What follows belongs to an exercise in optimizing a design on an open flow for small area, a short achievable clock period and few clock cycles; a production flow would make more cautious choices. Function was checked by simulation only, so behaviour that the tests miss may differ from the original.

==> flow/design.v <==
module enigma_core (
    input  wire       clk,
    input  wire       rst,
    input  wire       cfg_we,
    input  wire [2:0] cfg_sel,
    input  wire [4:0] cfg_idx,
    input  wire [4:0] cfg_data,
    input  wire       in_valid,
    input  wire [7:0] in_data,
    output reg        in_ready,
    output wire       out_valid,
    output wire [7:0] out_data,
    input  wire       out_ready
);
    reg [129:0] rw0, rw1, rw2, refl, plg;
    reg [4:0]   nt0, nt1, nt2;
    reg [4:0]   pos0, pos1, pos2;
    function [4:0] mod26;
        input [5:0] s;
        begin
            mod26 = (s >= 6'd26) ? s - 6'd26 : s[4:0];
        end
    endfunction
    function [4:0] sub26;
        input [4:0] a;
        input [4:0] b;
        begin
            sub26 = (a >= b) ? a - b : a - b - 5'd6;
        end
    endfunction
    function [4:0] mux32;
        input [159:0] a;
        input [4:0]   i;
        reg [79:0] b;
        reg [39:0] c;
        reg [19:0] d;
        reg [9:0]  e;
        integer k;
        begin
            for (k = 0; k < 16; k = k + 1)
                b[5*k +: 5] = i[0] ? a[10*k+5 +: 5] : a[10*k +: 5];
            for (k = 0; k < 8; k = k + 1)
                c[5*k +: 5] = i[1] ? b[10*k+5 +: 5] : b[10*k +: 5];
            for (k = 0; k < 4; k = k + 1)
                d[5*k +: 5] = i[2] ? c[10*k+5 +: 5] : c[10*k +: 5];
            for (k = 0; k < 2; k = k + 1)
                e[5*k +: 5] = i[3] ? d[10*k+5 +: 5] : d[10*k +: 5];
            mux32 = i[4] ? e[9:5] : e[4:0];
        end
    endfunction
    function [4:0] rd;
        input [129:0] t;
        input [4:0]   i;
        begin
            rd = mux32({t[129:120], t[129:120], t[129:120], t}, i);
        end
    endfunction
    function [4:0] rd1;
        input [129:0] t;
        input [4:0]   i;
        begin
            rd1 = mux32({t[129:125], t[129:125], t[124:115], t[129:125], t, t[4:0]}, i);
        end
    endfunction
    function [4:0] inv;
        input [129:0] t;
        input [4:0]   v;
        integer k;
        begin
            inv = 5'd0;
            for (k = 1; k < 26; k = k + 1)
                inv = inv | ({5{t[5*k +: 5] == v}} & k[4:0]);
        end
    endfunction
    reg  stall;
    wire adv = ~stall;
    reg       v0;
    reg [4:0] d0;
    reg       cw;
    reg [2:0] cs;
    reg [4:0] ci, cd;
    always @(posedge clk) begin
        if (rst)
            v0 <= 1'b0;
        else if (adv)
            v0 <= in_valid & in_ready & ~in_data[7] & in_data[6];
        if (adv)
            d0 <= in_data[4:0];
        cw <= cfg_we;
        cs <= cfg_sel;
        ci <= cfg_idx;
        cd <= cfg_data;
    end
    wire [4:0] cd_nt = (cd >= 5'd7) ? cd - 5'd7 : cd + 5'd19;
    genvar g;
    generate
        for (g = 0; g < 26; g = g + 1) begin : tbl
            always @(posedge clk) begin
                if (cw && ci == g) begin
                    case (cs)
                        3'd0: rw0[5*g +: 5]  <= cd;
                        3'd1: rw1[5*g +: 5]  <= cd;
                        3'd2: rw2[5*g +: 5]  <= cd;
                        3'd3: refl[5*g +: 5] <= cd;
                        3'd4: plg[5*g +: 5]  <= cd + 5'd1;
                        default: ;
                    endcase
                end
            end
        end
    endgenerate
    always @(posedge clk) begin
        if (cw && cs == 3'd5) begin
            if (ci == 5'd0) nt0 <= cd_nt;
            if (ci == 5'd1) nt1 <= cd_nt;
            if (ci == 5'd2) nt2 <= cd_nt;
        end
    end
    wire let1 = v0 && d0 != 5'd0 && d0 <= 5'd26;
    wire a0 = (pos0 == nt0);
    wire a1 = (pos1 == nt1);
    wire a2 = (pos2 == nt2);
    always @(posedge clk) begin
        if (rst) begin
            pos0 <= 5'd0;
            pos1 <= 5'd0;
            pos2 <= 5'd0;
        end else begin
            if (let1 && adv) begin
                if (a0 | a1) pos0 <= (pos0 == 5'd25) ? 5'd0 : pos0 + 5'd1;
                if (a1 | a2) pos1 <= (pos1 == 5'd25) ? 5'd0 : pos1 + 5'd1;
                pos2 <= (pos2 == 5'd25) ? 5'd0 : pos2 + 5'd1;
            end
            if (cw && cs == 3'd6) begin
                if (ci == 5'd0) pos0 <= cd;
                if (ci == 5'd1) pos1 <= cd;
                if (ci == 5'd2) pos2 <= cd;
            end
        end
    end
    wire [4:0] x1p = rd1(plg, d0);
    wire [4:0] e2  = mod26({1'b0, x1p} + {1'b0, pos2});
    wire [4:0] f2  = rd(rw2, e2);
    reg       v1;
    reg [4:0] f2r;
    always @(posedge clk) begin
        if (rst)
            v1 <= 1'b0;
        else if (adv)
            v1 <= let1;
        if (adv)
            f2r <= f2;
    end
    wire [4:0] e1 = mod26({1'b0, f2r} + {1'b0, pos1});
    wire [4:0] f1 = rd(rw1, e1);
    wire [4:0] e0 = mod26({1'b0, f1} + {1'b0, pos0});
    reg       v2;
    reg [4:0] e0r, p20, p21;
    always @(posedge clk) begin
        if (rst)
            v2 <= 1'b0;
        else if (adv)
            v2 <= v1;
        if (adv) begin
            e0r <= e0;
            p20 <= pos0;
            p21 <= pos1;
        end
    end
    wire [4:0] j0 = inv(rw0, rd(refl, rd(rw0, e0r)));
    reg       v3;
    reg [4:0] j3, p30, p31;
    always @(posedge clk) begin
        if (rst)
            v3 <= 1'b0;
        else if (adv)
            v3 <= v2;
        if (adv) begin
            j3  <= j0;
            p30 <= p20;
            p31 <= p21;
        end
    end
    wire [4:0] i1 = sub26(inv(rw1, sub26(j3, p30)), p31);
    reg       v4;
    reg [4:0] i1r;
    always @(posedge clk) begin
        if (rst)
            v4 <= 1'b0;
        else if (adv)
            v4 <= v3;
        if (adv) begin
            i1r <= i1;
        end
    end
    reg [4:0] p42;
    always @(posedge clk) begin
        if (rst)
            p42 <= 5'd0;
        else if (cw && cs == 3'd6 && ci == 5'd2)
            p42 <= cd;
        else if (adv && v3)
            p42 <= (p42 == 5'd25) ? 5'd0 : p42 + 5'd1;
    end
    wire [4:0] i2 = sub26(inv(rw2, i1r), p42);
    wire [4:0] o1 = rd(plg, i2);         
    reg       qv0, qv1;
    reg [4:0] q0, q1;
    wire      push = v4 & adv;
    assign out_valid = qv0;
    assign out_data  = {3'b011, q0};
    wire stall_n = out_ready ? (qv1 & push) : (qv0 & (qv1 ^ push));
    always @(posedge clk) begin
        if (qv0) begin
            if (out_ready)
                q0 <= qv1 ? q1 : o1;
        end else begin
            q0 <= o1;
        end
        if (push && (out_ready ? qv1 : qv0))
            q1 <= o1;
    end
    always @(posedge clk) begin
        if (rst) begin
            qv0      <= 1'b0;
            qv1      <= 1'b0;
            stall    <= 1'b0;
            in_ready <= 1'b0;
        end else begin
            qv0      <= out_ready ? (qv1 | push) : (qv0 | push);
            qv1      <= stall_n;
            stall    <= stall_n;
            in_ready <= ~stall_n;
        end
    end
endmodule
clock: 30.0 ns
lec_check: 0
cap_margin: 20
core_margin: 2
core_utilization: 40
slew_margin: 20
standard.sh (not shown) runs the stock make flow with config.mk's settings and CLKGATE_MAP_FILE= SYNTH_SCRIPT=/design/flow/synth_recipe.tcl, a recipe that flattens the netlist after the stock synthesis.
==> flow/flow/run.sh <==
#!/bin/bash
# Layout: the standard flow (standard.sh, unchanged synthesis) with these
# settings changed:
#  - the port buffers are buf_2 cells instead of the delay cells that
#    buffer_ports picks by default (same number of buffers, one per port)
#  - repair_timing aims at SETUP_SLACK_MARGIN ns of setup slack, so the
#    resizer keeps working on paths the 30 ns clock leaves slack on
#  - clock tree: clkbuf_8 sink buffers, no dummy loads
#  - 60% core utilization (a smaller die, shorter wires)
# The clock period and constraint.sdc are the design's, unchanged.
set -euo pipefail
bash standard.sh SETUP_SLACK_MARGIN=22.9 \
    "BUFFER_PORTS_ARGS=-buffer_cell sky130_fd_sc_hd__buf_2" \
    "CTS_ARGS=-sink_clustering_enable -repair_clock_nets -sink_clustering_size 16 -sink_clustering_max_diameter 60 -sink_clustering_buffer sky130_fd_sc_hd__clkbuf_8 -dont_use_dummy_load" CORE_UTILIZATION=60 \
    finish > standard_flow.log 2>&1
Testbench counts at the start, summed over its fixed seeds: cycles 8,376.
Change:
==> flow/flow/run.sh (replaced) <==
#!/bin/bash
# Layout: the standard flow (standard.sh, unchanged synthesis) with these
# settings changed:
#  - the port buffers are buf_2 cells instead of the delay cells that
#    buffer_ports picks by default (same number of buffers, one per port)
#  - repair_timing aims at SETUP_SLACK_MARGIN ns of setup slack, so the
#    resizer keeps working on paths the 30 ns clock leaves slack on
#  - clock tree: larger sink clusters, no dummy loads
#  - 60% core utilization (a smaller die, shorter wires)
# The clock period and constraint.sdc are the design's, unchanged.
set -euo pipefail
bash standard.sh SETUP_SLACK_MARGIN=22.9 \
    "BUFFER_PORTS_ARGS=-buffer_cell sky130_fd_sc_hd__buf_2" \
    "CTS_ARGS=-sink_clustering_enable -repair_clock_nets -sink_clustering_size 24 -sink_clustering_max_diameter 100 -dont_use_dummy_load" CORE_UTILIZATION=60 \
    finish > standard_flow.log 2>&1
=> Register-to-register slack barely changes. Wire length stays flat. Worst hold slack improves by 6.7 ps. Worst setup slack improves by 12 ps. Utilization is higher by 0.16 points. Count of clock-buffer cells in the layout is lower by 20.

separate check: timing with driven ports:
In the flow no input, the clock included, has a driving cell. The finished layouts below were timed again as built, in two steps.
Step 1, drivers: a clkbuf_16 drives clk and a buf_2 each remaining input, both assumed.
Step 2 times the ports against the registers' clock, not the clock port: input delays grow and output delays shrink by t, the midpoint of the rising clock arrivals with the driver on.
Three values: ideal, step 1, step 2; two values: the first two.
run | shift t [ns] | setup WS [ns] | worst hold slack (ns) | cell pins on the clock port's net
the first run | 0.657 | 22.868 / 22.805 / 22.698 | 0.424 / 0.424 / 0.424 | 1
the second run | 0.643 | 22.881 / 22.817 / 22.724 | 0.431 / 0.431 / 0.431 | 1
After both steps setup and hold are still met in every run listed. The setup slack of the first run, which loses most, moves by -0.063 ns with the drivers and by -0.170 ns with both steps.
